From an optimization exercise on the open Yosys and OpenROAD flow, aimed at small area, a short achievable clock period and few clock cycles; shortcuts taken in it are not production practice. At most, simulation tests tie the RTL to the original design; equivalence was not proved. The RTL of runs 1 to 5 was laid out without a check of its function. No activity file was given, so power comes from the tool's default toggle rates.

### design.v
module jvs_relay (
    input  wire       clk,
    input  wire       rst,
    input  wire       host_rx_valid,
    input  wire [7:0] host_rx_data,
    output wire       host_rx_ready,
    output wire       host_tx_valid,
    output wire [7:0] host_tx_data,
    input  wire       host_tx_ready,
    input  wire       host_tx_idle,
    input  wire       bus_rx_valid,
    input  wire [7:0] bus_rx_data,
    output wire       bus_rx_ready,
    output wire       bus_tx_valid,
    output wire [7:0] bus_tx_data,
    input  wire       bus_tx_ready,
    input  wire       bus_tx_idle,
    output reg        bus_dir,
    input  wire       bus_sense,
    output reg        status,
    output reg        diag_req,
    output reg  [3:0] diag_code,
    input  wire       diag_done
);
    localparam [7:0] SYNC = 8'hE0;
    localparam [7:0] ESC  = 8'hD0;
    localparam integer LK = 2;
    localparam integer K  = 1 << LK;
    localparam integer LR = 8 - LK;
    localparam integer NR = 1 << LR;
    localparam integer Q  = 4;           
    reg        hrx_rdy;       
    reg        brx_rdy;       
    reg        btx_on;        
    reg        htx_on;        
    reg        btx_vld;       
    reg        htx_vld;       
    reg        hunting;       
    reg        pend;          
    reg        pos_node;      
    reg        pos_len;       
    reg  [7:0] sum_q;         
    reg  [7:0] prev_q;        
    reg        wr_q;          
    reg        rb;            
    reg  [7:0] node_q;
    reg  [7:0] len_q;
    reg  [7:0] rem;           
    reg [LK-1:0] ph;          
    reg [LK-1:0] tau0;        
    reg  [7:0] wcnt;          
    reg  [7:0] rcnt;          
    reg  [7:0] tx_q;          
    reg        half1;         
    reg        esc_e0;        
    reg        last_q;        
    reg  [1:0] hdr;           
    reg  [2:0] cnt;           
    reg  [7:0] hq [0:Q-1];    
    reg  [Q-1:0] hl;          
    assign host_rx_ready = hrx_rdy;
    assign bus_rx_ready  = brx_rdy;
    assign host_tx_valid = htx_vld;
    assign bus_tx_valid  = btx_vld;
    assign host_tx_data  = tx_q;
    assign bus_tx_data   = tx_q;
    wire       rx_fire = (hrx_rdy & host_rx_valid) | (brx_rdy & bus_rx_valid);
    wire [7:0] raw     = ({8{hrx_rdy}} & host_rx_data) | ({8{brx_rdy}} & bus_rx_data);
    wire       is_sync = (raw == SYNC);
    wire       is_pfx  = !pend && (raw == ESC);
    wire [7:0] val     = raw + {7'd0, pend};
    wire       rx_log  = rx_fire && !hunting && !is_pfx;     
    wire       pos_dat = !pos_node && !pos_len;
    wire [7:0] csum    = sum_q + prev_q;                      
    wire [7:0] csum_m1 = csum - 8'd1;
    wire       match   = pend ? (raw == csum_m1) : (raw == csum);
    wire       rem_is1 = (rem == 8'd1);
    wire       len_is0 = pend ? (raw == 8'hFF) : (raw == 8'h00);
    wire       rx_end  = rx_log && ((pos_len && len_is0) || (pos_dat && rem_is1));
    reg  [7:0]   dl [1:K-1];
    reg  [K-1:1] dv;
    wire [K-1:0] dpend = {dv, wr_q};
    reg  [7:0]   wdata;
    reg  [K-1:0] wtake;       
    integer s;
    always @(*) begin
        wdata = prev_q;
        wtake = {{(K-1){1'b0}}, wr_q};
        for (s = 1; s < K; s = s + 1)
            if (dv[s]) begin
                wdata = dl[s];
                wtake = {{(K-1){1'b0}}, 1'b1} << s;
            end
    end
    wire [LK-1:0] wslot = tau0 + wcnt[LK-1:0];
    wire       wen = (|dpend) && ((wcnt == 8'd0) || (ph == wslot));
    wire [LR-1:0] wrow = wcnt[7:LK];
    wire       tx_on   = btx_on | htx_on;
    wire       tx_full = btx_vld | htx_vld;
    wire       tx_fire = (btx_vld & bus_tx_ready) | (htx_vld & host_tx_ready);
    wire       free    = !tx_full || tx_fire;
    wire       hold2   = tx_full && half1;                
    wire       ending  = tx_full && !half1 && last_q;      
    wire       load    = free && !hold2 && !ending;       
    wire       pop     = load && hdr[1] && (cnt != 3'd0);
    wire       room    = (cnt != Q) || pop;
    wire [LK-1:0] rslot = tau0 + rcnt[LK-1:0] + 1'b1;
    wire       more    = (rcnt != len_q);
    wire       push    = more && room && (rcnt != wcnt) && (ph == rslot);
    wire [7:0] tap [0:NR-1];
    genvar r;
    generate
        for (r = 0; r < NR; r = r + 1) begin : g_ring
            reg [8*K-1:0] cells;
            wire sel = wen && (wrow == r);
            always @(posedge clk)
                cells <= {cells[8*K-9:0], sel ? wdata : cells[8*K-1 -: 8]};
            assign tap[r] = cells[7:0];
        end
    endgenerate
    wire [7:0] arr_out = tap[rcnt[7:LK]];
    wire [7:0] len_m1     = len_q - 8'd1;
    wire       fetch_last = (rcnt == len_m1);
    wire [7:0] h0         = hdr[1] ? hq[0] : (hdr[0] ? len_q : node_q);
    wire       h0_last    = hdr[1] ? hl[0] : (hdr[0] && (len_q == 8'd0));
    wire       h0_esc     = (h0 == 8'hD0) || (h0 == 8'hE0);
    wire [2:0] cnt_pop    = cnt - {2'b00, pop};
    integer i;
    always @(posedge clk) begin
        ph <= ph + 1'b1;
        for (s = 1; s < K; s = s + 1) begin
            dl[s] <= (s == 1) ? prev_q : dl[s-1];
            dv[s] <= dpend[s-1] && !(wen && wtake[s-1]);
        end
        if (wen) begin
            wcnt <= wcnt + 8'd1;
            if (wcnt == 8'd0)
                tau0 <= ph;
        end
        if (rst) begin
            hrx_rdy   <= 1'b0;
            brx_rdy   <= 1'b0;
            btx_on    <= 1'b0;
            htx_on    <= 1'b0;
            btx_vld   <= 1'b0;
            htx_vld   <= 1'b0;
            bus_dir   <= 1'b0;
            status    <= 1'b0;
            diag_req  <= 1'b1;
            diag_code <= 4'd1;
            hunting   <= 1'b1;
            pend      <= 1'b0;
            wr_q      <= 1'b0;
            dv        <= {(K-1){1'b0}};
            ph        <= {LK{1'b0}};
            tx_q      <= SYNC;
            half1     <= 1'b0;
            last_q    <= 1'b0;
        end else begin
            if (diag_req && diag_done) begin
                diag_req <= 1'b0;
                if (diag_code == 4'd4) begin
                    htx_on  <= 1'b1;
                    htx_vld <= 1'b1;
                end else begin
                    hrx_rdy <= 1'b1;
                end
            end
            wr_q <= 1'b0;
            if (rx_fire) begin
                if (hunting) begin
                    if (is_sync) begin
                        hunting  <= 1'b0;
                        pend     <= 1'b0;
                        pos_node <= 1'b1;
                        pos_len  <= 1'b0;
                        sum_q    <= 8'd0;
                        prev_q   <= 8'd0;
                    end
                end else if (is_pfx) begin
                    pend <= 1'b1;
                end else begin
                    pend   <= 1'b0;
                    sum_q  <= csum;
                    prev_q <= val;
                    if (pos_node) begin
                        node_q   <= val;
                        rb       <= (val == 8'hFF);
                        pos_node <= 1'b0;
                        pos_len  <= 1'b1;
                    end else if (pos_len) begin
                        len_q   <= val;
                        rem     <= val;
                        rb      <= rb && (val == 8'h03);
                        pos_len <= 1'b0;
                    end else begin
                        rem  <= rem - 8'd1;
                        wr_q <= 1'b1;
                        if (rem == 8'd3) rb <= rb && (val == 8'hF0);
                        if (rem == 8'd2) rb <= rb && (val == 8'hD9);
                    end
                    if (rx_end) begin
                        hunting <= 1'b1;
                        hrx_rdy <= 1'b0;
                        brx_rdy <= 1'b0;
                        if (hrx_rdy) begin
                            if (!match) begin
                                diag_req  <= 1'b1;
                                diag_code <= 4'd2;
                            end else if (rb && pos_dat) begin
                                diag_req  <= 1'b1;
                                diag_code <= 4'd3;
                            end else begin
                                bus_dir <= 1'b1;
                                status  <= 1'b1;
                                btx_on  <= 1'b1;
                                btx_vld <= 1'b1;
                            end
                        end else begin
                            if (match) begin
                                htx_on  <= 1'b1;
                                htx_vld <= 1'b1;
                            end else begin
                                diag_req  <= 1'b1;
                                diag_code <= 4'd4;
                            end
                        end
                    end
                end
            end
            if (!tx_on)
                hdr <= 2'd0;
            if (free && tx_on) begin
                if (hold2) begin
                    tx_q  <= {3'b110, esc_e0, 4'hF};
                    half1 <= 1'b0;
                end else if (ending) begin
                    btx_on  <= 1'b0;
                    htx_on  <= 1'b0;
                    btx_vld <= 1'b0;
                    htx_vld <= 1'b0;
                    tx_q    <= SYNC;
                    last_q  <= 1'b0;
                end else if (!hdr[1] || cnt != 3'd0) begin
                    tx_q    <= h0_esc ? ESC : h0;
                    half1   <= h0_esc;
                    esc_e0  <= h0[5];
                    last_q  <= h0_last;
                    btx_vld <= btx_on;
                    htx_vld <= htx_on;
                    if (!hdr[1])
                        hdr <= hdr + 2'd1;
                end else begin
                    btx_vld <= 1'b0;
                    htx_vld <= 1'b0;
                end
            end
            for (i = 0; i < Q; i = i + 1) begin
                if (push && cnt_pop == i) begin
                    hq[i] <= arr_out;
                    hl[i] <= fetch_last;
                end else if (pop && i < Q - 1) begin
                    hq[i] <= hq[i+1];
                    hl[i] <= hl[i+1];
                end
            end
            cnt <= cnt_pop + {2'b00, push};
            if (push)
                rcnt <= rcnt + 8'd1;
            if (rx_log && pos_len) begin
                cnt  <= 3'd0;
                rcnt <= 8'd0;
                wcnt <= 8'd0;
            end
            if (bus_dir && !btx_on && bus_tx_idle) begin
                bus_dir <= 1'b0;
                brx_rdy <= 1'b1;
            end
            if (status && !bus_dir && !brx_rdy && !htx_on && !diag_req && host_tx_idle) begin
                status  <= 1'b0;
                hrx_rdy <= 1'b1;
            end
        end
    end
    wire unused_sense = bus_sense;
endmodule
### flow/run.sh
#!/bin/bash
set -euo pipefail
bash standard.sh SETUP_SLACK_MARGIN=6.5 finish > standard_flow.log 2>&1
### standard.sh
#!/bin/bash
# synth_recipe.tcl (not shown) runs the flow's synth.tcl, then flattens the netlist and writes it again
# the make line also repeats each setting of config.mk as NAME=value (left out here)
make -C /OpenROAD-flow-scripts/flow DESIGN_CONFIG=/design/flow/config.mk WORK_HOME=/design/flow/orfs CLKGATE_MAP_FILE= SYNTH_SCRIPT=/design/flow/synth_recipe.tcl "${@:-finish}"
### config.mk
export PLATFORM = sky130hd
export DESIGN_NAME = jvs_relay
export DESIGN_NICKNAME = jvs_relay
export VERILOG_FILES = /design/flow/design.v
export SDC_FILE = /design/flow/constraint.sdc
export NUM_CORES = 4
export LEC_CHECK = 0
export ABC_CLOCK_PERIOD_IN_PS = 2500
export CAP_MARGIN = 20
export CORE_MARGIN = 2
export CORE_UTILIZATION = 40
export SLEW_MARGIN = 20
export TNS_END_PERCENT = 100
### constraint.sdc
create_clock -name core_clock -period 10.0 [get_ports {clk}]
set_input_delay 2.0000 -clock core_clock [delete_from_list [all_inputs] [get_ports {clk}]]
set_output_delay 2.0000 -clock core_clock [all_outputs]
set_load 0.01 [all_outputs]
==> flow_summary.toml, run 1 <==
[floorplan]
core-area_um2 = 145000
ios = 53
die_x_um = 386
fp-row-count = 140
die_h_um = 386
dieArea_um2 = 149000
start_util_pct = 40.2

[worst_setup_path]
path_class = "reg2reg"
start_kind = "flop"
critPathRequiredTime_ns = 10.55
r2r_setup_slack_ns = 6.34
worstPathArrival_ns = 4.20
crit_start = "rcnt[7]$_SDFFCE_PP0P_"
path_max_fanout = 7
reg2reg_from = "rcnt[7]$_SDFFCE_PP0P_"
crit_path_end_kind = "flop"

[placed_design]
dp_hpwl_um = 102000
io_buffers = 50
place_congestion = 0.926

[cts]
insertion_delay_ns = 0.84
hold_buffers = 0
cts_tree = "done"
clock_path_buffers = 3
htreeDepth = 4
cts_inserted_buffers = 195
clock-root-buffer = "clkbuf_16"
clock-sinks = 2205
clk_pin_slew_worst_paths_ns = 0.06

[sta]
fin_setup_tns_ns = 0
tightest_slew_ns = 1.20
fmax_mhz = 273
max_slew_margin_pct = 19.9
period_needed_ns = 3.66
drv_slew = 0
rsz0062_at_grt = "true"
finalSetupViolations = 0
finClkSkew_ns = 0.0678
fin_crit_sh_pct = 36.6
finalHoldViolCount = 0

[power]
vdd_drop_max_mv = 0.198
power_density_nw_per_um2 = 238
power.total_mw = 16.8
p_leak_nw = 27.7

[global_routing]
antenna_found_initial = 8
grt_usage_pct = 21.8
grt_pass1_wl_um = 230000
grt.overflow.total = 0
grt_pass1_vias = 31801
grt_max_degree = 38

[routing]
highest_layer = "met4"
wl_per_cell_um = 24.8
drtPass1Iterations = 5
route.detailed.drc = 0
wl_met1_um = 74300
vias = 33062
wl_met3_um = 11400
routed_wl_um = 164000
drt-initial-drc-count = 2871
viasPerCell = 4.99
wl_met2_um = 71300
ant_nets = 0

[outcome]
status = "no timing/DRC/antenna violations"

[yosys]
syn_area_per_cell_um2 = 13.7
synth_area_um2 = 58400
synthCells = 4266
yosysSeqAreaShare_pct = 77.2
synth_edf_count = 95
synth-main-ff-cell = "dfxtp_1"
synth_nets = 4318
synthArstFlopShare_pct = 0
synth_warnings = 4
yosys.cell_types.count = 80
synth-seq-cells = 2205

[layout]
drive_gt1_share_pct = 22.4
area_growth_pct = 20.4
final_nets = 4605

[run]
max_cap_violations = 0

[worst_hold_path]
min_from = "g_ring[34].cells[21]$_DFF_P_"
hold_class = "reg2reg"
==> per-stage QoR <==
step / utilization [%] / instance area (um2) / hold slack (ns) / instances / setup WS, ns
after global placement: 42.6 / 61900 / 0.309 / 6178 / 4.99
after floorplan: - / 58700 / 0.310 / 4266 / 5.93
after CTS: 47.8 / 69500 / 0.274 / 6577 / 6.36
after global routing: 48.4 / 70300 / 0.282 / 6624 / 6.44
final: 48.4 / 70300 / 0.281 / 6626 / 6.34
after detailed placement: 42.6 / 61900 / 0.312 / 6178 / 4.96
==> registers in the layout (all words and copies together) (netlist names), 2 cells and up <==
signal and cells:
sum_q 8, rem 8, g_ring.cells 2048, tx_q 8, dv 3, tau0 2, diag_code 3, cnt 3
dl 24, hq 32, len_q 8, hl 4, node_q 8, ph 2, rcnt 8, prev_q 8
wcnt 8, hdr 2
==> worst max-delay path, cell delays in order, from the launching register on <==
cell	delay, ns
edfxtp_1	0.51
buf_4	0.20
buf_2	0.15
nand4bb_2	0.24
nor2_1	0.07
buf_4	0.21
a22oi_1	0.56
nand4_1	0.30
nor3_2	0.51
nand2_1	0.17
o22ai_2	0.32
mux2i_1	0.13
==> layout make-up <==
| class | instances | area (um2) |
|---|---|---|
| clock buffers | 287 | 5680 |
| fillers | 12546 | 75100 |
| clock inverters | 64 | 918 |
| multi-input cells | 1848 | 13800 |
| well taps | 1917 | 2400 |
| flip-flops and latches | 2205 | 45100 |
| diodes | 2 | 5.00 |
| inverters | 61 | 229 |
| repair buffers | 242 | 2220 |
==> final timing paths <==
path	to	depth (start not counted)
worst max-delay path	hq[2][4]$_DFFE_PP_	11
worst min-delay path	g_ring[34].cells[29]$_DFF_P_	0
worst max register to register	hq[2][4]$_DFFE_PP_	11
worst min register to register	g_ring[34].cells[29]$_DFF_P_	0
==> report_power, final <==
part           internal, mW  switching [mW]  leakage (nW)
Clock                  4.26            3.32          3.23
Combinational         0.124           0.164          6.64
Sequential             8.87          0.0205          17.9
==> cell families (layout without fill, tap and decap cells) <==
group                      Yosys count  after routing  synth area share, %
other                                1              3              0.00642
AOI/OAI and AO/OA                  642            642                 6.98
xor gates and xnor gates            73             73                 1.14
muxes                              337            337                 6.42
adders and majority gates           26             26                0.570
buffers and inverters              213            654                 1.52
DFF                               2205           2205                 77.2
and+or+nand+nor                    769            769                 6.16
==> per-layer routing <==
layer	track usage, %	vias to the layer above
met1	30.6	16317
met3	3.92	317
met5	0	-
met2	32.8	1195
li1	-	15233
met4	9.41	0
==> cells in the final DEF, fill, tap and decap left out, types with 10 or more instances in the layout <==
cell             count
dfxtp_1           2101
mux2_2             293
nor2_1             289
a22oi_1            218
a21oi_1            209
clkbuf_16          197
buf_4              158
nand2_1            144
edfxtp_1            95
o21ai_0             79
nand4_1             70
inv_1               58
clkbuf_1            48
xnor2_1             44
clkbuf_8            43
nor2_2              39
mux2i_1             38
a22oi_2             35
clkinv_2            31
nor2_4              29
nand3_1             23
nor3_1              22
ha_1                20
xor2_1              19
buf_12              17
clkdlybuf4s15_2     15
o21a_1              14
nor4_1              12
buf_6               12
o21ai_1             11
bufinv_16           11
nor2b_1             10
==> cells in the mapped netlist, drive strengths merged, types with 8 or more instances <==
cell / count / share of area (%)
nor3: 36 / 0.33
or3: 9 / 0.096
buf: 63 / 0.55
inv: 60 / 0.39
and3: 10 / 0.11
or4: 8 / 0.10
nor4: 20 / 0.22
edfxtp: 95 / 4.9
mux2i: 38 / 0.65
dfxtp: 2110 / 72
nand2b: 11 / 0.12
a31oi: 8 / 0.086
xnor2: 49 / 0.73
clkbuf: 89 / 0.57
a21oi: 212 / 1.8
mux2: 299 / 5.8
o21a: 14 / 0.18
nor2b: 12 / 0.13
nor2: 357 / 2.3
nand4: 70 / 0.75
xor2: 23 / 0.37
nand2: 160 / 1.0
nand3: 29 / 0.26
ha: 25 / 0.54
a22oi: 253 / 3.3
o21ai: 107 / 0.92
==> timing repair <==
item,CTS,global route
pin swaps,44,55
cloned,0,3
endpoints found under the setup margin,568,375
gates resized for setup,197,100
buffers inserted,48,42
==> run 2, diff against run 1 <==
--- a/design.v
+++ b/design.v
@@ -26,3 +26,3 @@
     localparam [7:0] ESC  = 8'hD0;
-    localparam integer LK = 2;
+    localparam integer LK = 3;
     localparam integer K  = 1 << LK;
@@ -30,3 +30,3 @@
     localparam integer NR = 1 << LR;
-    localparam integer Q  = 4;           
+    localparam integer Q  = 8;           
     reg        hrx_rdy;       
@@ -41,5 +41,11 @@
     reg        pos_len;       
-    reg  [7:0] sum_q;         
-    reg  [7:0] prev_q;        
-    reg        wr_q;          
+    reg        dlast;         
+    reg  [7:0] raw_q;         
+    reg        lg_q;          
+    reg        pn_q;          
+    reg        at_node_q;     
+    reg        at_len_q;      
+    reg        sync_q;        
+    reg  [7:0] sum;           
+    reg  [1:0] didx;          
     reg        rb;            
@@ -57,5 +63,8 @@
     reg  [1:0] hdr;           
-    reg  [2:0] cnt;           
+    reg  [3:0] cnt;           
     reg  [7:0] hq [0:Q-1];    
     reg  [Q-1:0] hl;          
+    reg  [7:0] rd_q;          
+    reg        rl_q;          
+    reg        rdv_q;         
     assign host_rx_ready = hrx_rdy;
@@ -70,11 +79,17 @@
     wire       is_pfx  = !pend && (raw == ESC);
-    wire [7:0] val     = raw + {7'd0, pend};
     wire       rx_log  = rx_fire && !hunting && !is_pfx;     
     wire       pos_dat = !pos_node && !pos_len;
-    wire [7:0] csum    = sum_q + prev_q;                      
-    wire [7:0] csum_m1 = csum - 8'd1;
-    wire       match   = pend ? (raw == csum_m1) : (raw == csum);
-    wire       rem_is1 = (rem == 8'd1);
     wire       len_is0 = pend ? (raw == 8'hFF) : (raw == 8'h00);
-    wire       rx_end  = rx_log && ((pos_len && len_is0) || (pos_dat && rem_is1));
+    wire       len_is1 = pend ? (raw == 8'h00) : (raw == 8'h01);
+    wire       rx_end  = rx_log && ((pos_len && len_is0) || (pos_dat && dlast));
+    wire [7:0] val_q   = raw_q + {7'd0, pn_q};
+    wire       dat_q   = lg_q && !at_node_q && !at_len_q;
+    wire [7:0] sum_now = sum + (lg_q ? val_q : 8'd0);        
+    wire [7:0] want    = sum_now - {7'd0, pend};              
+    wire       match   = (raw == want);
+    wire [7:0] rem_now = (lg_q && at_len_q) ? val_q : (dat_q ? rem - 8'd1 : rem);
+    wire       rb_now  = rb && !(lg_q && at_len_q && val_q != 8'h03)
+                           && !(dat_q && didx == 2'd0 && val_q != 8'hF0)
+                           && !(dat_q && didx == 2'd1 && val_q != 8'hD9);
+    wire       wr_q    = dat_q;
     reg  [7:0]   dl [1:K-1];
@@ -86,3 +101,3 @@
     always @(*) begin
-        wdata = prev_q;
+        wdata = val_q;
         wtake = {{(K-1){1'b0}}, wr_q};
@@ -104,7 +119,9 @@
     wire       load    = free && !hold2 && !ending;       
-    wire       pop     = load && hdr[1] && (cnt != 3'd0);
-    wire       room    = (cnt != Q) || pop;
+    wire       pop     = load && hdr[1] && (cnt != 4'd0);
+    wire [3:0] occ     = cnt + {3'b000, rdv_q} - {3'b000, pop};
+    wire       room    = (occ < Q);
     wire [LK-1:0] rslot = tau0 + rcnt[LK-1:0] + 1'b1;
     wire       more    = (rcnt != len_q);
-    wire       push    = more && room && (rcnt != wcnt) && (ph == rslot);
+    wire       cap     = more && room && (rcnt != wcnt) && (ph == rslot);
+    wire       push    = rdv_q;
     wire [7:0] tap [0:NR-1];
@@ -126,3 +143,3 @@
     wire       h0_esc     = (h0 == 8'hD0) || (h0 == 8'hE0);
-    wire [2:0] cnt_pop    = cnt - {2'b00, pop};
+    wire [3:0] cnt_pop    = cnt - {3'b000, pop};
     integer i;
@@ -131,3 +148,3 @@
         for (s = 1; s < K; s = s + 1) begin
-            dl[s] <= (s == 1) ? prev_q : dl[s-1];
+            dl[s] <= (s == 1) ? val_q : dl[s-1];
             dv[s] <= dpend[s-1] && !(wen && wtake[s-1]);
@@ -152,3 +169,5 @@
             pend      <= 1'b0;
-            wr_q      <= 1'b0;
+            lg_q      <= 1'b0;
+            rdv_q     <= 1'b0;
+            sync_q    <= 1'b0;
             dv        <= {(K-1){1'b0}};
@@ -168,3 +187,8 @@
             end
-            wr_q <= 1'b0;
+            lg_q      <= rx_log;
+            raw_q     <= raw;
+            pn_q      <= pend;
+            at_node_q <= pos_node;
+            at_len_q  <= pos_len;
+            sync_q    <= rx_fire && hunting && is_sync;
             if (rx_fire) begin
@@ -176,4 +200,2 @@
                         pos_len  <= 1'b0;
-                        sum_q    <= 8'd0;
-                        prev_q   <= 8'd0;
                     end
@@ -182,8 +204,4 @@
                 end else begin
-                    pend   <= 1'b0;
-                    sum_q  <= csum;
-                    prev_q <= val;
+                    pend <= 1'b0;
                     if (pos_node) begin
-                        node_q   <= val;
-                        rb       <= (val == 8'hFF);
                         pos_node <= 1'b0;
@@ -191,11 +209,6 @@
                     end else if (pos_len) begin
-                        len_q   <= val;
-                        rem     <= val;
-                        rb      <= rb && (val == 8'h03);
                         pos_len <= 1'b0;
+                        dlast   <= len_is1;
                     end else begin
-                        rem  <= rem - 8'd1;
-                        wr_q <= 1'b1;
-                        if (rem == 8'd3) rb <= rb && (val == 8'hF0);
-                        if (rem == 8'd2) rb <= rb && (val == 8'hD9);
+                        dlast   <= (rem_now == 8'd2);
                     end
@@ -209,3 +222,3 @@
                                 diag_code <= 4'd2;
-                            end else if (rb && pos_dat) begin
+                            end else if (rb_now && pos_dat) begin
                                 diag_req  <= 1'b1;
@@ -230,2 +243,23 @@
             end
+            if (sync_q)
+                sum <= 8'd0;
+            else
+                sum <= sum_now;
+            if (lg_q) begin
+                if (at_node_q) begin
+                    node_q <= val_q;
+                    rb     <= (val_q == 8'hFF);
+                end else if (at_len_q) begin
+                    len_q <= val_q;
+                    rem   <= val_q;
+                    didx  <= 2'd0;
+                    rb    <= rb && (val_q == 8'h03);
+                end else begin
+                    rem <= rem - 8'd1;
+                    if (didx != 2'd2)
+                        didx <= didx + 2'd1;
+                    if (didx == 2'd0) rb <= rb && (val_q == 8'hF0);
+                    if (didx == 2'd1) rb <= rb && (val_q == 8'hD9);
+                end
+            end
             if (!tx_on)
@@ -243,3 +277,3 @@
                     last_q  <= 1'b0;
-                end else if (!hdr[1] || cnt != 3'd0) begin
+                end else if (!hdr[1] || cnt != 4'd0) begin
                     tx_q    <= h0_esc ? ESC : h0;
@@ -259,4 +293,4 @@
                 if (push && cnt_pop == i) begin
-                    hq[i] <= arr_out;
-                    hl[i] <= fetch_last;
+                    hq[i] <= rd_q;
+                    hl[i] <= rl_q;
                 end else if (pop && i < Q - 1) begin
@@ -266,9 +300,14 @@
             end
-            cnt <= cnt_pop + {2'b00, push};
-            if (push)
+            cnt <= cnt_pop + {3'b000, push};
+            rd_q  <= arr_out;
+            rl_q  <= fetch_last;
+            rdv_q <= cap;
+            if (cap)
                 rcnt <= rcnt + 8'd1;
-            if (rx_log && pos_len) begin
-                cnt  <= 3'd0;
+            if (lg_q && at_len_q) begin
+                cnt  <= 4'd0;
                 rcnt <= 8'd0;
                 wcnt <= 8'd0;
+                dv   <= {(K-1){1'b0}};
+                rdv_q <= 1'b0;
             end
==> flow/run.sh (replaced) <==
#!/bin/bash
set -euo pipefail
bash standard.sh SETUP_SLACK_MARGIN=7 finish > standard_flow.log 2>&1
==> run 2 against run 1 <==
- still clean on timing, DRC and antenna
- combinational power increased by 11%
- synthesized cell count decreased by 8.7%
- sequential share of layout area increased by 3.7 points
- clock-buffer cell count decreased by 3
- clock power increased by 3.8%
- non-clock buffer count decreased by 3
- critical path depth increased by 2
- clock skew increased by 0.012 ns
- worst hold slack about the same
- sequential power increased by 4.7%
- largest cell class unchanged
==> flow_summary.toml, run 2 <==
[outcome]
status = "no timing/DRC/antenna violations"

[power]
vdd_drop_max_mv = 0.186
power_density_nw_per_um2 = 250
power.total_mw = 17.5
p_leak_nw = 27.4

[sta]
fin_setup_tns_ns = 0
drv_slew = 0
fmax_mhz = 270
finalSetupViolations = 0
max_slew_margin_pct = 24.4
tightest_slew_ns = 1.13
finalHoldViolCount = 0
finClkSkew_ns = 0.0799
rsz0062_at_grt = "true"
fin_crit_sh_pct = 37.1
period_needed_ns = 3.71

[cts]
cts_tree = "done"
clock_path_buffers = 3
insertion_delay_ns = 0.85
clock-sinks = 2297
htreeDepth = 4
hold_buffers = 0
clk_pin_slew_worst_paths_ns = 0.06
cts_inserted_buffers = 198
clock-root-buffer = "clkbuf_16"

[routing]
drtPass1Iterations = 5
drt-initial-drc-count = 1868
wl_per_cell_um = 18.9
vias = 28583
ant_nets = 0
viasPerCell = 4.55
route.detailed.drc = 0
routed_wl_um = 119000

[worst_setup_path]
start_kind = "input pin"
path_max_fanout = 5
worstPathArrival_ns = 4.21
critPathRequiredTime_ns = 10.50
crit_path_end_kind = "flop"
path_class = "in2reg"

[yosys]
synthCells = 3893
synth_compound_area_share_pct = 5.88
synth_simple_gate_area_share_pct = 5.17
synth_edf_count = 148
synthArstFlopShare_pct = 0
synthTopCellsByArea = "dfxtp_1 (75%), edfxtp_1 (7.8%), o21ai_0 (2.4%)"
synthAdderAreaFrac_pct = 0.807
synth_xor_area_share_pct = 1.39
synthMuxAreaShare_pct = 2.34
synth-main-ff-cell = "dfxtp_1"
yosysTopAreaCellShare_pct = 75.4
yosysSeqAreaShare_pct = 83.2
synth_warnings = 4
synth_largest_area_cell = "dfxtp_1"
synth_top_family_by_area = "compound AO/OA/AOI/OAI gates"
yosys.cell_types.count = 76
post-synth-top-count-cell = "dfxtp_1"
synth_nets = 3954
synth-seq-cells = 2297
syn_area_per_cell_um2 = 14.7
yosys-top-cells-count = "dfxtp_1 (2149), nand2_1 (329), o21ai_0 (271)"
synth_area_um2 = 57000

[layout]
layout_commonest_cell = "dfxtp_1"
area_growth_pct = 22.8
nFillCells = 11986
top_register = "g_ring.cells"
top_regs = "g_ring.cells: 2048 flops, hq: 64 flops, dl: 56 flops"
instances_no_fill = 6285
largest_register_ffs = 2048
final_nets = 4280
design_area_um2 = 70100
final_cell_mix = "dfxtp_1 (2130), nand2_1 (291), o21ai_0 (254), clkbuf_16 (202), edfxtp_1 (148)"
post-route-util_pct = 49.5
drive_gt1_share_pct = 20.9

[floorplan]
core-area_um2 = 142000
die_x_um = 382
die_h_um = 382
fp-row-count = 138
dieArea_um2 = 146000
start_util_pct = 40.3
ios = 53

[worst_hold_path]
hold_class = "reg2reg"

[placed_design]
place_congestion = 0.818
io_buffers = 50
dp_cells = 5755
dp_hpwl_um = 68800
placed_area_um2 = 60200

[global_routing]
grt_pass1_vias = 27769
grt_usage_pct = 16.0
grt.overflow.total = 0
antenna_found_initial = 4
grt_max_degree = 33
grt_pass1_wl_um = 174000

[run]
max_cap_violations = 0
run 2: worst paths after layout:
| path | startpoint | endpoint | slack, ns | cells after the start |
|---|---|---|---|---|
| worst max-delay path | bus_tx_ready | hq[1][6]$_DFFE_PP_ | 6.29 | 13 |
| worst min-delay path | g_ring[2].cells[18]$_DFF_P_ | g_ring[2].cells[26]$_DFF_P_ | 0.28 | 0 |
| worst max register to register | raw_q[0]$_DFFE_PN_ | btx_on$_SDFF_PP0_ | 6.29 | 15 |
| worst min register to register | g_ring[2].cells[18]$_DFF_P_ | g_ring[2].cells[26]$_DFF_P_ | 0.28 | 0 |
run 2: power breakdown:
group | switching, mW | internal, mW
registers | 0.0367 | 9.28
logic | 0.183 | 0.138
clock network | 3.39 | 4.47
run 2: kinds of logic after synthesis:
group                      Yosys count
adders and majority gates           35
and+or+nand+nor                    656
other                                1
muxes                              121
DFF                               2297
buffers and inverters              171
AOI/OAI and AO/OA                  528
xor gates and xnor gates            84
run 2: worst max-delay path, stage by stage:
cell and delay [ns]:
buf_6 0.09, a22o_1 0.25, nor2_4 0.15, nor2_4 0.06, nand3_4 0.12, inv_6 0.05, ha_4 0.18, ha_4 0.19
xor2_4 0.22, buf_6 0.16, or3_4 0.42, a21oi_4 0.17, buf_6 0.14
run 2: cell type report:
class	count	area [um2]	share of cell area, %
Clock buffer	284	5730	8.18
Multi-Input combinational cell	1433	10700	15.3
Sequential cell	2297	47500	67.8
Tap cell	1890	2360	3.38
Timing Repair Buffer	239	2330	3.32
Antenna cell	1	2.50	0.00357
Clock inverter	91	1230	1.76
Inverter	50	204	0.291
run 2: through the flow:
stage          setup slack, ns  hold WS (ns)
2_1_floorplan             5.61         0.310
3_3_place_gp              4.73         0.310
3_5_place_dp              4.75         0.312
4_1_cts                   6.30         0.287
5_1_grt                   6.17         0.291
6_report                  6.29         0.281
run 2: layer usage:
| layer | track usage (%) | up-vias | part of all wire [%] |
|---|---|---|---|
| li1 | - | 13797 | - |
| met1 | 22.7 | 13886 | 48 |
| met2 | 24.5 | 700 | 44 |
| met3 | 3.31 | 200 | 5.5 |
| met4 | 5.34 | 0 | 2.4 |
| met5 | 0 | - | 0 |
run 2: timing repair:
action | in CTS | in global routing
resized for setup | 423 | 119
gates cloned | 12 | 4
setup endpoints to repair | 478 | 432
pin swaps | 69 | 51
setup buffers | 89 | 49
==> run 3, diff against run 2 <==
--- a/config.mk
+++ b/config.mk
@@ -11,2 +11,4 @@
 export CORE_UTILIZATION = 40
+export CTS_CLUSTER_DIAMETER = 50
+export CTS_CLUSTER_SIZE = 30
 export SLEW_MARGIN = 20
==> run 3 against run 2 <==
- die area unchanged
- combinational power barely moved
- sequential power about the same
- largest cell class unchanged
- cell count fell by 2.4%
- still clean
- synthesized cell count unchanged
==> flow_summary.toml, run 3 <==
[worst_setup_path]
worst-path-buf-inv = 4
path_max_fanout = 6
reg2reg_from = "pn_q$_DFFE_PN_"
crit_path_end_kind = "flop"
cp_top_family = "simple AND/OR/NAND/NOR gates"
crit_chain = "buf_6 > a22o_1 > nor2_4 > nor2_4 > nand3_4 > inv_6 > ha_4 > ha_4 > buf_6 > nand3_4 > buf_4 > or3_4 > mux2_2"
start_kind = "input pin"
slowest_delay_ns = 0.37
r2r_end = "diag_code[2]$_SDFFE_PP0P_"
critPathRequiredTime_ns = 10.52
rr_worst_depth = 15
slowest_stage = "or3_4"
path_class = "in2reg"
crit_start = "bus_tx_ready"
r2r_setup_slack_ns = 6.35
worstPathArrival_ns = 4.28

[layout]
design_area_um2 = 67300
layout_commonest_cell = "dfxtp_1"
area_growth_pct = 18.0
drive_gt1_share_pct = 18.7
final_cell_mix = "dfxtp_1 (2131), nand2_1 (290), o21ai_0 (252), edfxtp_1 (148)"
top_regs = "g_ring.cells: 2048 flops, hq: 64 flops, dl: 56 flops"
top_register = "g_ring.cells"
largest_register_ffs = 2048
final_nets = 4200

[power]
swShare_pct = 22.1
p_comb_share_pct = 2.1
vdd_drop_max_mv = 0.182
pwr-share-seq_pct = 60.8
power_density_nw_per_um2 = 227
switchingPower_mw = 3.39
pwr-share-clk_pct = 37.1
p_int_mw = 11.9
p_leak_nw = 26.0

[cts]
cts_tree = "done"
cts_inserted_buffers = 120
clock_path_buffers = 3
clk_pin_slew_worst_paths_ns = 0.10
insertion_delay_ns = 0.78
clock-root-buffer = "clkbuf_16"
clock-sinks = 2297
htreeDepth = 3

[placed_design]
dp_hpwl_um = 68800
io_buffers = 50
post-place-ws_ns = 4.75
placed_area_um2 = 60200
place_congestion = 0.818

[sta]
tightest_slew_ns = 1.11
fin_crit_sh_pct = 37.6
drv_slew = 0
finalHoldViolCount = 0
max_slew_margin_pct = 26.1
setup_ws_ns = 6.24
fin_setup_tns_ns = 0
fmax_mhz = 266
period_needed_ns = 3.76
finalSetupViolations = 0
rsz0062_at_grt = "true"
finClkSkew_ns = 0.0548

[global_routing]
grt_pass1_vias = 26699
grt_pass1_wl_um = 170000
grt_usage_pct = 15.7
grt.overflow.total = 0
grt_max_degree = 33
antenna_found_initial = 4

[yosys]
yosysTopAreaCellShare_pct = 75.4
post-synth-top-count-cell = "dfxtp_1"
synth_edf_count = 148
synthCells = 3893
synth_area_um2 = 57000
synth_largest_area_cell = "dfxtp_1"
synth_warnings = 4
synth_nets = 3954
synthArstFlopShare_pct = 0
synth-seq-cells = 2297
yosys.cell_types.count = 76
yosys-top-cells-count = "dfxtp_1 (2149), nand2_1 (329), o21ai_0 (271)"
synthTopCellsByArea = "dfxtp_1 (75%), edfxtp_1 (7.8%), o21ai_0 (2.4%)"
synth-main-ff-cell = "dfxtp_1"
syn_area_per_cell_um2 = 14.7
yosysSeqAreaShare_pct = 83.2

[floorplan]
fp-row-count = 138
die_h_um = 382
die_x_um = 382
core-area_um2 = 142000
dieArea_um2 = 146000
ios = 53
start_util_pct = 40.3

[outcome]
status = "no timing/DRC/antenna violations"

[routing]
routed_wl_um = 117000
vias = 27827
viasPerCell = 4.54
drtPass1Iterations = 5
route.detailed.drc = 0
ant_nets = 0
drt-initial-drc-count = 1922
wl_per_cell_um = 19.0

[worst_hold_path]
hold_end = "g_ring[12].cells[54]$_DFF_P_"
min_path_cells = 0
min_from = "g_ring[12].cells[46]$_DFF_P_"
hold_class = "reg2reg"

[run]
max_cap_violations = 0
[run 3: cell counts after synthesis]
No cell type changed its count.
[run 3: area by class of cell]
class | instances | area (um2)
Antenna cell | 1 | 2.50
Clock buffer | 140 | 3210
Clock inverter | 85 | 1050
Fill cell | 12234 | 74300
Inverter | 50 | 206
Multi-Input combinational cell | 1433 | 10600
Sequential cell | 2297 | 47500
Tap cell | 1890 | 2360
Timing Repair Buffer | 237 | 2360
[run 3: worst max-delay path by stage]
| stage | end | slack [ns] | cells after the start |
|---|---|---|---|
| 2_1_floorplan | hl[5]$_DFFE_PP_ | 5.61 | 12 |
| 5_1_grt | diag_code[2]$_SDFFE_PP0P_ | 6.22 | 16 |
| 3_5_place_dp | hq[3][5]$_DFFE_PP_ | 4.75 | 12 |
| 4_1_cts | diag_code[2]$_SDFFE_PP0P_ | 6.20 | 15 |
| 6_report | hq[5][1]$_DFFE_PP_ | 6.24 | 13 |
| 3_3_place_gp | hq[3][0]$_DFFE_PP_ | 4.73 | 12 |
[run 3: what timing repair did]
| item | in CTS | in global routing |
|---|---|---|
| pin swaps | 86 | 41 |
| gates cloned | 13 | 3 |
| setup endpoints to repair | 482 | 397 |
| hold buffers | 0 | 0 |
| setup buffers | 104 | 32 |
| hold endpoints to repair | 0 | 0 |
| resized for setup | 463 | 75 |
[run 3: layer usage]
metal | track usage (%) | vias to the layer above | wire (um)
met4 | 4.62 | 0 | 3090
met3 | 3.53 | 177 | 6570
met2 | 23.9 | 577 | 51000
met1 | 22.3 | 13492 | 56100
li1 | - | 13581 | -
met5 | 0 | - | 0
[run 3: cells by family (layout without fill, tap and decap cells)]
| kind of cell | Yosys count | count (layout) | share of synthesized area [%] |
|---|---|---|---|
| buf+inv | 171 | 512 | 1.20 |
| compound gates | 528 | 532 | 5.88 |
| xor+xnor | 84 | 84 | 1.39 |
| flops | 2297 | 2297 | 83.2 |
| fa+ha+maj | 35 | 35 | 0.807 |
| other cells | 1 | 2 | 0.00657 |
| simple gates | 656 | 660 | 5.17 |
| mux | 121 | 121 | 2.34 |
[run 3: through the flow]
step / hold WS (ns) / cells / power, mW / util, %
finish: 0.283 / 6133 / 15.3 / 47.6
global route: 0.292 / 6132 / 15.8 / 47.6
CTS: 0.283 / 6097 / 15.4 / 47.1
detailed placement: 0.312 / 5755 / 9.74 / 42.5
global placement: 0.310 / 5755 / 9.74 / 42.5
floorplan: 0.310 / 3893 / 9.65 / -
[run 3: worst register-to-register path: stages, from the launching register on]
cell      delay [ns]
edfxtp_1        0.42
ha_4            0.20
ha_4            0.18
xnor2_4         0.21
inv_4           0.06
and2_1          0.18
ha_4            0.32
a211oi_4        0.10
or4b_4          0.55
nand3_4         0.12
buf_4           0.14
xnor2_4         0.08
xnor2_2         0.17
nor4_4          0.38
a21oi_2         0.14
mux2_4          0.31
[run 3: power groups by stage]
stage	clock network (mW)	registers [mW]	logic [mW]
floorplan	0	9.50	0.145
global placement	0	9.52	0.217
detailed placement	0	9.52	0.219
CTS	5.81	9.31	0.295
global route	6.14	9.32	0.342
finish	5.69	9.31	0.322
==> run 4, diff against run 3 <==
--- a/design.v
+++ b/design.v
@@ -63,3 +63,3 @@
     reg  [1:0] hdr;           
-    reg  [3:0] cnt;           
+    reg  [Q-1:0] qv;          
     reg  [7:0] hq [0:Q-1];    
@@ -119,5 +119,4 @@
     wire       load    = free && !hold2 && !ending;       
-    wire       pop     = load && hdr[1] && (cnt != 4'd0);
-    wire [3:0] occ     = cnt + {3'b000, rdv_q} - {3'b000, pop};
-    wire       room    = (occ < Q);
+    wire       pop     = load && hdr[1] && qv[0];
+    wire       room    = pop ? !(qv[Q-1] && rdv_q) : !(qv[Q-1] || (qv[Q-2] && rdv_q));
     wire [LK-1:0] rslot = tau0 + rcnt[LK-1:0] + 1'b1;
@@ -143,3 +142,4 @@
     wire       h0_esc     = (h0 == 8'hD0) || (h0 == 8'hE0);
-    wire [3:0] cnt_pop    = cnt - {3'b000, pop};
+    wire [Q:0]   qv_lo    = {qv, 1'b1};            
+    wire [Q:0]   qv_hi    = {1'b0, qv};            
     integer i;
@@ -277,3 +277,3 @@
                     last_q  <= 1'b0;
-                end else if (!hdr[1] || cnt != 4'd0) begin
+                end else if (!hdr[1] || qv[0]) begin
                     tx_q    <= h0_esc ? ESC : h0;
@@ -292,11 +292,19 @@
             for (i = 0; i < Q; i = i + 1) begin
-                if (push && cnt_pop == i) begin
+                if (pop) begin
+                    if (push && qv_hi[i] && !qv_hi[i+1]) begin
+                        hq[i] <= rd_q;
+                        hl[i] <= rl_q;
+                    end else if (i < Q - 1) begin
+                        hq[i] <= hq[i+1];
+                        hl[i] <= hl[i+1];
+                    end
+                end else if (push && qv_lo[i] && !qv_hi[i]) begin
                     hq[i] <= rd_q;
                     hl[i] <= rl_q;
-                end else if (pop && i < Q - 1) begin
-                    hq[i] <= hq[i+1];
-                    hl[i] <= hl[i+1];
                 end
             end
-            cnt <= cnt_pop + {3'b000, push};
+            if (pop && !push)
+                qv <= {1'b0, qv[Q-1:1]};
+            else if (push && !pop)
+                qv <= {qv[Q-2:0], 1'b1};
             rd_q  <= arr_out;
@@ -307,3 +315,3 @@
             if (lg_q && at_len_q) begin
-                cnt  <= 4'd0;
+                qv   <= {Q{1'b0}};
                 rcnt <= 8'd0;
--- a/config.mk
+++ b/config.mk
@@ -10,3 +10,3 @@
 export CORE_MARGIN = 2
-export CORE_UTILIZATION = 40
+export CORE_UTILIZATION = 60
 export CTS_CLUSTER_DIAMETER = 50
==> run 4 against run 3 <==
- clock skew rose by 0.0083 ns
- critical path depth is 4 higher
- flip-flop and latch count increased by 4
- clock-buffer cell count up 19
- final area up 1.1%
- sequential share of layout area is 0.56 points lower
- global-route usage grew 8.6 points
- non-clock buffer count decreased by 27
- worst setup slack improved by 0.15 ns
- largest cell class unchanged
- largest power group unchanged
==> flow_summary.toml, run 4 <==
[worst_setup_path]
crit_path_end_kind = "flop"
cp_num_cells = 17
critPathRequiredTime_ns = 10.63
path_class = "reg2reg"
worstPathArrival_ns = 4.25
slowest_delay_ns = 0.39
cp_top_family = "simple AND/OR/NAND/NOR gates"
r2r_setup_slack_ns = 6.39
crit_chain = "ha_4 > ha_4 > nand2_4 > or3_4 > and2_4 > nor2b_4 > ha_4 > nor3b_4 > a311oi_2 > buf_4 > nand3_4 > xor2_2 > xnor2_1 > and4bb_2 > buf_6 > nand3_4 > a221oi_2"
cp_common_cell = "ha_4"
slowest_stage = "edfxtp_1"
worst-path-buf-inv = 2
r2r_end = "btx_on$_SDFF_PP0_"
start_kind = "flop"
reg2reg_from = "pn_q$_DFFE_PN_"
rr_worst_depth = 17
path_max_fanout = 4

[layout]
layout_commonest_cell = "dfxtp_1"
instances_no_fill = 5440
final_cell_mix = "dfxtp_1 (2130), nor2_1 (232), mux2_2 (230), edfxtp_1 (152), clkbuf_16 (150)"
top_register = "g_ring.cells"
multi_input_area_um2 = 11400
area_growth_pct = 17.3
regArea_um2 = 47600
drive_gt1_share_pct = 23.7
largest_register_ffs = 2048
top_regs = "g_ring.cells: 2048 flops, hq: 64 flops, dl: 56 flops"
final_nets = 4099
nFillCells = 6354

[yosys]
synth-seq-cells = 2301
synth_warnings = 3
synth-main-ff-cell = "dfxtp_1"
synthTopCellsByArea = "dfxtp_1 (74%), edfxtp_1 (7.9%), mux2_2 (5.2%)"
synth_largest_area_cell = "dfxtp_1"
syn_area_per_cell_um2 = 15.3
synthCells = 3797
synth_nets = 3850
yosys.cell_types.count = 97
yosysSeqAreaShare_pct = 82.0
yosysTopAreaCellShare_pct = 74.1
post-synth-top-count-cell = "dfxtp_1"
yosys-top-cells-count = "dfxtp_1 (2149), nor2_1 (271), mux2_2 (270)"
synth_area_um2 = 58000
synthArstFlopShare_pct = 0
synth_edf_count = 152

[sta]
fin_crit_sh_pct = 36.1
drv_slew = 0
finalSetupViolations = 0
holdWs_ns = 0.297
max_slew_margin_pct = 25.2
setup_ws_ns = 6.39
finalHoldViolCount = 0
rsz0062_at_grt = "true"
fmax_mhz = 277
fin_setup_tns_ns = 0
period_needed_ns = 3.61
finClkSkew_ns = 0.0631
tightest_slew_ns = 1.12

[global_routing]
antenna_found_initial = 1
grtUsageMet3_pct = 3.64
grt_usage_pct = 24.3
grt.overflow.total = 0
use_met1_pct = 32.6
grt.met2_usage_pct = 39.7
grt-busiest-layer = "met2"
grt_pass1_wl_um = 179000
grt_pass1_vias = 28994
grt_max_degree = 49

[floorplan]
die_x_um = 315
fp-row-count = 114
core-area_um2 = 96300
die_h_um = 315
ios = 53
dieArea_um2 = 99200
start_util_pct = 60.3

[routing]
route.detailed.drc = 0
wl_per_cell_um = 22.2
drtPass1Iterations = 7
routed_wl_um = 121000
drt-initial-drc-count = 1964
vias = 28085
viasPerCell = 5.16
ant_nets = 0

[worst_hold_path]
min_path_cells = 0
hold_end = "g_ring[23].cells[49]$_DFF_P_"
hold_class = "reg2reg"
min_from = "g_ring[23].cells[41]$_DFF_P_"

[power]
power_density_nw_per_um2 = 236
power.total_mw = 16.0
vdd_drop_max_mv = 0.158
p_leak_nw = 27.0

[cts]
clock-root-buffer = "clkbuf_16"
cts_tree = "done"
hold_buffers = 0
clk_pin_slew_worst_paths_ns = 0.09
htreeDepth = 4
cts_inserted_buffers = 140
clock_path_buffers = 3
clock-sinks = 2301
insertion_delay_ns = 0.77

[outcome]
status = "no timing/DRC/antenna violations"

[placed_design]
io_buffers = 50
place_congestion = 0.832
dp_cells = 5057
dp_hpwl_um = 73100
post-place-ws_ns = 5.38

[run]
max_cap_violations = 0
==> run 4: stage by stage <==
step / area, um2 / utilization [%]
2_1_floorplan: 58400 / -
3_3_place_gp: 60300 / 62.6
3_5_place_dp: 60300 / 62.6
4_1_cts: 67100 / 69.7
5_1_grt: 68100 / 70.7
6_report: 68100 / 70.7
==> run 4: timing repair <==
action,in CTS,in global routing
cloned,3,1
pin swaps,66,64
setup buffers,74,45
endpoints found under the setup margin,463,383
gates resized for setup,365,169
==> run 4: area by class of cell <==
type	instances	share of cell area (%)
clock inverters	100	1.93
diodes	1	0.00368
clock buffers	159	5.64
well taps	1276	2.35
inverters	51	0.349
multi-input cells	1341	16.8
repair inverters	1	0.0129
repair buffers	210	2.96
flip-flops and latches	2301	70.0
==> run 4: worst max-delay path by stage <==
stage | start | end | slack (ns)
finish | pn_q$_DFFE_PN_ | btx_on$_SDFF_PP0_ | 6.39
detailed placement | tau0[0]$_DFFE_PP_ | g_ring[12].cells[6]$_DFF_P_ | 5.38
CTS | pn_q$_DFFE_PN_ | diag_code[2]$_SDFFE_PP0P_ | 6.40
floorplan | host_rx_data[1] | btx_vld$_SDFF_PP0_ | 6.31
global placement | host_rx_data[1] | btx_vld$_SDFF_PP0_ | 5.48
global route | pn_q$_DFFE_PN_ | htx_vld$_SDFF_PP0_ | 6.21
==> run 4: report_power, final <==
part	leakage [nW]	internal [mW]	total (mW)	switching, mW
combinational	5.74	0.0981	0.253	0.155
sequential	18.8	9.30	9.35	0.0437
clock	2.49	3.14	6.44	3.30
total	27.0	12.5	16.0	3.50
==> run 4: cells by family after synthesis <==
kind of cell / synth area share (%)
and+or+nand+nor: 4.62
buffers and inverters: 1.15
xor gates and xnor gates: 1.07
muxes: 5.89
AOI/OAI and AO/OA: 4.64
adders and majority gates: 0.621
other: 0.00646
DFF: 82.0
==> run 4: per-layer routing <==
layer,routed length [um],share of wire (%)
met5,0,0
met4,3770,3.1
met3,4280,3.6
met2,57700,48
met1,54800,45
==> run 5, diff against run 4 <==
--- a/config.mk
+++ b/config.mk
@@ -10,3 +10,3 @@
 export CORE_MARGIN = 2
-export CORE_UTILIZATION = 60
+export CORE_UTILIZATION = 40
 export CTS_CLUSTER_DIAMETER = 50
==> run 5 against run 4 <==
- flip-flop and latch count unchanged
- maximum frequency increased by 1.9%
- die area increased by 49%
- critical path depth decreased by 1
- wire length decreased by 1.3%
- sequential power about the same
- combinational power about the same
- non-clock buffer count decreased by 2
- via count decreased by 1.9%
- global-route usage decreased by 8.7 points
- worst setup slack improved by 0.069 ns
- largest power group unchanged
==> flow_summary.toml, run 5 <==
[worst_setup_path]
worstPathArrival_ns = 4.19
start_kind = "flop"
r2r_end = "diag_code[2]$_SDFFE_PP0P_"
crit_start = "raw_q[0]$_DFFE_PN_"
critPathRequiredTime_ns = 10.65
r2r_setup_slack_ns = 6.46
reg2reg_from = "raw_q[0]$_DFFE_PN_"
path_max_fanout = 4
path_class = "reg2reg"
rr_worst_depth = 16
crit_path_end_kind = "flop"
crit_path_end = "diag_code[2]$_SDFFE_PP0P_"

[global_routing]
grt_usage_pct = 15.6
grt_pass1_vias = 26671
antenna_found_initial = 1
grt_max_degree = 49
grt.overflow.total = 0
grt_pass1_wl_um = 171000

[routing]
route.detailed.drc = 0
drt-initial-drc-count = 1662
drtPass1Iterations = 5
wl_per_cell_um = 19.7
routed_wl_um = 119000
viasPerCell = 4.55
ant_nets = 0
vias = 27539

[floorplan]
die_h_um = 385
die_x_um = 385
ios = 53
fp-row-count = 139
dieArea_um2 = 148000
core-area_um2 = 144000
start_util_pct = 40.3

[sta]
fin_setup_tns_ns = 0
finalHoldViolCount = 0
fin_crit_sh_pct = 35.4
rsz0062_at_grt = "true"
max_slew_margin_pct = 2.31
period_needed_ns = 3.54
finalSetupViolations = 0
drv_slew = 0
fmax_mhz = 282
tightest_slew_ns = 1.46
holdWs_ns = 0.301
finClkSkew_ns = 0.0610

[cts]
clk_pin_slew_worst_paths_ns = 0.10
cts_inserted_buffers = 131
cts_tree = "done"
clock-root-buffer = "clkbuf_16"
clock-sinks = 2301
clock_path_buffers = 3
insertion_delay_ns = 0.81
hold_buffers = 0
htreeDepth = 4

[yosys]
synth-main-ff-cell = "dfxtp_1"
yosys-top-cells-count = "dfxtp_1 (2149), nor2_1 (271), mux2_2 (270)"
synthArstFlopShare_pct = 0
synth_warnings = 3
synth-seq-cells = 2301
yosysTopAreaCellShare_pct = 74.1
post-synth-top-count-cell = "dfxtp_1"
yosysSeqAreaShare_pct = 82.0
syn_area_per_cell_um2 = 15.3
synth_largest_area_cell = "dfxtp_1"
synth_nets = 3850
synth_area_um2 = 58000
synth_edf_count = 152
yosys.cell_types.count = 97
synthCells = 3797
synthTopCellsByArea = "dfxtp_1 (74%), edfxtp_1 (7.9%), mux2_2 (5.2%)"

[layout]
post-route-util_pct = 48.0
multi_input_area_um2 = 11800
final_cell_mix = "dfxtp_1 (2126), nor2_1 (242), edfxtp_1 (152), mux2_4 (139), clkbuf_16 (139)"
largest_register_ffs = 2048
nFillCells = 12109
drive_gt1_share_pct = 23.2
layout_commonest_cell = "dfxtp_1"
top_regs = "g_ring.cells: 2048 flops, hq: 64 flops, dl: 56 flops"
instances_no_fill = 6047
regArea_um2 = 47600
final_nets = 4089
area_growth_pct = 19.0
top_register = "g_ring.cells"

[power]
power_density_nw_per_um2 = 231
power.total_mw = 15.9
p_leak_nw = 26.9
vdd_drop_max_mv = 0.139

[placed_design]
dp_hpwl_um = 69200
place_congestion = 0.821
dp_cells = 5681
io_buffers = 50

[run]
max_cap_violations = 0

[outcome]
status = "no timing/DRC/antenna violations"

[worst_hold_path]
hold_class = "reg2reg"
==> run 5: cell counts after synthesis <==
Identical to the previous run, type by type.
==> run 5: kinds of logic (layout without fill, tap and decap cells) <==
family / after synthesis / count (layout) / share of synthesized area, %
AO/OA/AOI/OAI: 372 / 374 / 4.64
XOR/XNOR: 70 / 70 / 1.07
adder cells (fa/ha/maj): 27 / 27 / 0.621
buffers and inverters: 157 / 500 / 1.15
flip-flops: 2301 / 2301 / 82.0
multiplexers: 305 / 305 / 5.89
other: 1 / 2 / 0.00646
AND/OR/NAND/NOR: 564 / 565 / 4.62
==> run 5: layout make-up <==
class                           count  share of cell area (%)
Inverter                           51                   0.324
Clock buffer                      146                    5.12
Multi-Input combinational cell   1342                    17.1
Tap cell                         1903                    3.45
Antenna cell                        1                 0.00362
Sequential cell                  2301                    69.0
Timing Repair Buffer              208                    3.01
Clock inverter                     94                    1.99
Timing Repair inverter              1                  0.0127
==> run 5: repair_timing <==
action / in CTS / in global routing
setup buffers: 79 / 40
gates cloned: 3 / 3
pin swaps: 61 / 53
endpoints found under the setup margin: 454 / 332
gates resized for setup: 388 / 229
==> run 5: power breakdown <==
group	total (mW)	internal [mW]	switching [mW]	leakage, nW
combinational	0.256	0.0956	0.160	5.79
sequential	9.35	9.30	0.0431	18.8
clock	6.33	3.03	3.30	2.38
total	15.9	12.4	3.50	26.9
==> run 5: worst max-delay path, stage by stage, from the launching register on <==
cell and delay [ns]:
edfxtp_1 0.38, ha_4 0.18, ha_4 0.19, nand2_4 0.06, or3_4 0.33, and2_4 0.17
nor2b_1 0.11, ha_1 0.28, nor3b_4 0.18, a311oi_4 0.28, nand3_4 0.14, nor3_4 0.17
xnor2_2 0.12, xnor2_2 0.15, buf_6 0.14, a31oi_4 0.24, mux2_4 0.32
==> run 5: stage by stage <==
step	worst slack [ns]	instance area, um2
after floorplan	6.31	58400
after CTS	6.45	67800
after global routing	6.29	69100
after detailed placement	5.41	61100
after global placement	5.41	61000
final	6.46	69100
==> run 5: metal layers <==
layer | share of wire (%) | track usage (%)
met5 | 0 | 0
met4 | 3.3 | 5.35
met2 | 43 | 23.5
met3 | 4.1 | 2.67
met1 | 49 | 22.6
==> run 5: worst min-delay path by stage <==
stage	startpoint	to	slack [ns]	depth (start not counted)
6_report	g_ring[17].cells[41]$_DFF_P_	g_ring[17].cells[49]$_DFF_P_	0.30	0
5_1_grt	g_ring[17].cells[41]$_DFF_P_	g_ring[17].cells[49]$_DFF_P_	0.30	0
4_1_cts	g_ring[17].cells[41]$_DFF_P_	g_ring[17].cells[49]$_DFF_P_	0.30	0
3_5_place_dp	g_ring[21].cells[9]$_DFF_P_	g_ring[21].cells[17]$_DFF_P_	0.31	0
3_3_place_gp	g_ring[27].cells[29]$_DFF_P_	g_ring[27].cells[37]$_DFF_P_	0.31	0
2_1_floorplan	g_ring[0].cells[8]$_DFF_P_	g_ring[0].cells[16]$_DFF_P_	0.31	0
==> run 6, diff against run 5 <==
--- a/design.v
+++ b/design.v
@@ -86,9 +86,14 @@
     wire       dat_q   = lg_q && !at_node_q && !at_len_q;
-    wire [7:0] sum_now = sum + (lg_q ? val_q : 8'd0);        
-    wire [7:0] want    = sum_now - {7'd0, pend};              
+    function vq_is(input [7:0] c);
+        vq_is = pn_q ? (raw_q == c - 8'd1) : (raw_q == c);
+    endfunction
+    wire [7:0] sum_add = sum + raw_q + {7'd0, pn_q};
+    wire [7:0] sum_now = lg_q ? sum_add : sum;               
+    wire [7:0] sum_m1  = sum - 8'd1;
+    wire [7:0] want    = pend ? sum_m1 : sum_now;
     wire       match   = (raw == want);
-    wire [7:0] rem_now = (lg_q && at_len_q) ? val_q : (dat_q ? rem - 8'd1 : rem);
-    wire       rb_now  = rb && !(lg_q && at_len_q && val_q != 8'h03)
-                           && !(dat_q && didx == 2'd0 && val_q != 8'hF0)
-                           && !(dat_q && didx == 2'd1 && val_q != 8'hD9);
+    wire       dl_data = (lg_q && at_len_q) ? vq_is(8'd2) : (dat_q ? (rem == 8'd3) : (rem == 8'd2));
+    wire       rb_now  = rb && !(lg_q && at_len_q && !vq_is(8'h03))
+                           && !(dat_q && didx == 2'd0 && !vq_is(8'hF0))
+                           && !(dat_q && didx == 2'd1 && !vq_is(8'hD9));
     wire       wr_q    = dat_q;
@@ -212,3 +217,3 @@
                     end else begin
-                        dlast   <= (rem_now == 8'd2);
+                        dlast   <= dl_data;
                     end
@@ -250,3 +255,3 @@
                     node_q <= val_q;
-                    rb     <= (val_q == 8'hFF);
+                    rb     <= vq_is(8'hFF);
                 end else if (at_len_q) begin
@@ -255,3 +260,3 @@
                     didx  <= 2'd0;
-                    rb    <= rb && (val_q == 8'h03);
+                    rb    <= rb && vq_is(8'h03);
                 end else begin
@@ -260,4 +265,4 @@
                         didx <= didx + 2'd1;
-                    if (didx == 2'd0) rb <= rb && (val_q == 8'hF0);
-                    if (didx == 2'd1) rb <= rb && (val_q == 8'hD9);
+                    if (didx == 2'd0) rb <= rb && vq_is(8'hF0);
+                    if (didx == 2'd1) rb <= rb && vq_is(8'hD9);
                 end
--- a/config.mk
+++ b/config.mk
@@ -11,4 +11,5 @@
 export CORE_UTILIZATION = 40
-export CTS_CLUSTER_DIAMETER = 50
-export CTS_CLUSTER_SIZE = 30
+export CTS_BUF_LIST = sky130_fd_sc_hd__clkbuf_8
+export CTS_CLUSTER_DIAMETER = 40
+export CTS_CLUSTER_SIZE = 16
 export SLEW_MARGIN = 20
==> run 6 against run 5 <==
- highest routed layer unchanged
- cell count is 5.3% higher
- first-iteration DRC count is 17% higher
- largest cell class unchanged
- final area is 3.2% lower
- sequential power hardly changed
==> flow_summary.toml, run 6 <==
[outcome]
status = "no timing/DRC/antenna violations"

[worst_setup_path]
path_class = "reg2out"
worst-path-buf-inv = 1
start_kind = "flop"
cp_top_family = "flip-flops"
slowest_stage = "dfxtp_4"
crit_path_end_kind = "output pin"
path_max_fanout = 3
slowest_delay_ns = 0.37
critPathRequiredTime_ns = 8.00
crit_chain = "buf_6"
worstPathArrival_ns = 1.40

[layout]
nFillCells = 12523
final_cell_mix = "dfxtp_1 (2131), nand2_1 (260), nor2_1 (235), clkbuf_8 (200), o21ai_0 (183)"
top_regs = "g_ring.cells: 2048 flops, hq: 64 flops, dl: 56 flops"
drive_gt1_share_pct = 17.1
top_register = "g_ring.cells"
final_nets = 4429
area_growth_pct = 15.2
design_area_um2 = 66800
largest_register_ffs = 2048
layout_commonest_cell = "dfxtp_1"

[yosys]
synthTopCellsByArea = "dfxtp_1 (74%), edfxtp_1 (7.9%), nand2_1 (2.0%)"
synthArstFlopShare_pct = 0
synthCells = 4100
yosys-top-cells-count = "dfxtp_1 (2149), nand2_1 (305), nor2_1 (264)"
synth-seq-cells = 2301
synth_edf_count = 152
post-synth-top-count-cell = "dfxtp_1"
synth_nets = 4152
synth_area_um2 = 58000
synth-main-ff-cell = "dfxtp_1"
yosys.cell_types.count = 80
yosysTopAreaCellShare_pct = 74.1
synth_warnings = 3
syn_area_per_cell_um2 = 14.2
synth_largest_area_cell = "dfxtp_1"
yosysSeqAreaShare_pct = 82.0

[global_routing]
grt_pass1_wl_um = 177000
grt_usage_pct = 15.9
antenna_found_initial = 5
grt_max_degree = 77
grt_pass1_vias = 28650
grt.overflow.total = 0

[sta]
setup_ws_ns = 6.60
finalSetupViolations = 0
rsz0062_at_grt = "true"
tightest_slew_ns = 0.970
drv_slew = 0
finClkSkew_ns = 0.0445
finalHoldViolCount = 0
fin_setup_tns_ns = 0
period_needed_ns = 3.40
fmax_mhz = 294
fin_crit_sh_pct = 34.0
max_slew_margin_pct = 35.1

[routing]
ant_nets = 0
route.detailed.drc = 0
vias = 29273
drtPass1Iterations = 5
drt-initial-drc-count = 1943
viasPerCell = 4.60
wl_per_cell_um = 18.8
routed_wl_um = 120000

[cts]
cts_inserted_buffers = 186
clock-root-buffer = "clkbuf_8"
clock_path_buffers = 3
clock-sinks = 2301
hold_buffers = 0
clk_pin_slew_worst_paths_ns = 0.09
cts_tree = "done"
htreeDepth = 4
insertion_delay_ns = 0.93

[floorplan]
start_util_pct = 40.3
fp-row-count = 139
ios = 53
core-area_um2 = 144000
die_h_um = 385
dieArea_um2 = 148000
die_x_um = 385

[power]
p_leak_nw = 26.5
power_density_nw_per_um2 = 220
power.total_mw = 14.7
vdd_drop_max_mv = 0.113

[placed_design]
place_congestion = 0.831
placed_area_um2 = 61300
dp_hpwl_um = 73000
io_buffers = 50
post-place-ws_ns = 5.25

[run]
max_cap_violations = 0

[worst_hold_path]
hold_class = "reg2reg"
==> run 6: cell count changes in the layout (fill, tap and decap cells not counted), moves of 63 or more <==
cell,previous run,this run
mux2_4,139,23
nand2_1,62,260
clkbuf_8,5,200
clkbuf_16,139,2
mux2_2,138,17
o21ai_0,27,183
inv_1,44,107
==> run 6: metrics by stage <==
stage / instances / hold slack (ns) / util (%)
4_1_cts: 6322 / 0.287 / 45.9
3_3_place_gp: 5969 / 0.310 / 42.6
5_1_grt: 6367 / 0.291 / 46.5
6_report: 6369 / 0.291 / 46.5
2_1_floorplan: 4100 / 0.310 / -
3_5_place_dp: 5969 / 0.312 / 42.6
==> run 6: worst paths after layout <==
| path | start | endpoint | slack, ns | cells after the start |
|---|---|---|---|---|
| hold / removal | g_ring[12].cells[35]$_DFF_P_ | g_ring[12].cells[43]$_DFF_P_ | 0.29 | 0 |
| hold reg to reg | g_ring[12].cells[35]$_DFF_P_ | g_ring[12].cells[43]$_DFF_P_ | 0.29 | 0 |
| setup reg to reg | sum[0]$_SDFFCE_PP0N_ | diag_code[2]$_SDFFE_PP0P_ | 6.84 | 12 |
| setup / recovery | tx_q[4]$_SDFFE_PP0P_ | host_tx_data[4] | 6.60 | 1 |
==> run 6: kinds of logic after synthesis <==
kind of cell / Yosys count / share of synthesized area, %
DFF: 2301 / 82.0
adders and majority gates: 26 / 0.612
buffers and inverters: 224 / 1.72
xor gates and xnor gates: 73 / 1.10
AOI/OAI and AO/OA: 560 / 6.26
other: 1 / 0.00646
and+or+nand+nor: 798 / 6.18
muxes: 117 / 2.10
==> run 6: repair_timing <==
item | 4_1_cts | 5_1_grt
gates cloned | 2 | 3
pin swaps | 49 | 35
buffers inserted | 80 | 38
gates resized for setup | 336 | 119
endpoints found under the setup margin | 493 | 297
==> run 6: where the power goes <==
part	internal, mW	switching (mW)
clock	2.07	2.94
sequential	9.31	0.0522
combinational	0.125	0.181
total	11.5	3.17
==> run 6: cell type report <==
cell class / instances / area, um2 / area share, %
clock buffers: 198 / 2730 / 4.08
multi-input cells: 1576 / 11000 / 16.4
well taps: 1903 / 2380 / 3.56
diodes: 6 / 15.0 / 0.0225
repair inverters: 1 / 8.76 / 0.0131
inverters: 95 / 374 / 0.560
repair buffers: 216 / 1980 / 2.96
flip-flops and latches: 2301 / 47600 / 71.3
clock inverters: 73 / 777 / 1.16
==> run 6: layer usage <==
| metal | up-vias | GRT usage (%) | wire, um |
|---|---|---|---|
| li1 | 14265 | - | - |
| met1 | 14193 | 23.2 | 59800 |
| met2 | 621 | 24.0 | 52100 |
| met3 | 194 | 2.66 | 5180 |
| met4 | 0 | 5.40 | 2930 |
| met5 | - | 0 | 0 |
Testbench counts of run 6, summed over its fixed seeds: cycles 33,493.

[what the ideal ports hide]
In the flow no input, the clock included, has a driving cell. The finished layouts below were timed again as built, in two steps. Step 1 assumes that a clkbuf_16 drives the clock port and a buf_2 every other input. Step 2 adds t to the input delays and takes it off the output delays; t is the mean of the earliest and latest rising clock arrival at the registers after step 1. Input paths then give back, and output paths get back, about the clock's delay inside the block. Three values: no drivers, after step 1, after step 2; two values: the first two.
| run | shift t [ns] | setup slack, ns | clock arrival spread, ns | worst data-port slew with drivers (ns) |
|---|---|---|---|---|
| run 1 | 0.879 | 6.342 / 6.342 / 5.685 | 0.074 / 0.073 | 0.05 |
| run 2 | 0.880 | 6.290 / 6.295 / 5.456 | 0.085 / 0.084 | 0.05 |
| run 3 | 0.820 | 6.240 / 6.282 / 5.462 | 0.061 / 0.062 | 0.04 |
| run 4 | 0.807 | 6.387 / 6.387 / 5.981 | 0.063 / 0.063 | 0.05 |
| run 5 | 0.855 | 6.455 / 6.455 / 5.832 | 0.063 / 0.063 | 0.04 |
| run 6 | 0.970 | 6.603 / 6.533 / 5.819 | 0.048 / 0.049 | 0.05 |
After both steps every run listed still meets setup and hold. For run 2, which loses most, drivers alone change the setup slack by +0.005 ns; drivers and shift together by -0.834 ns.
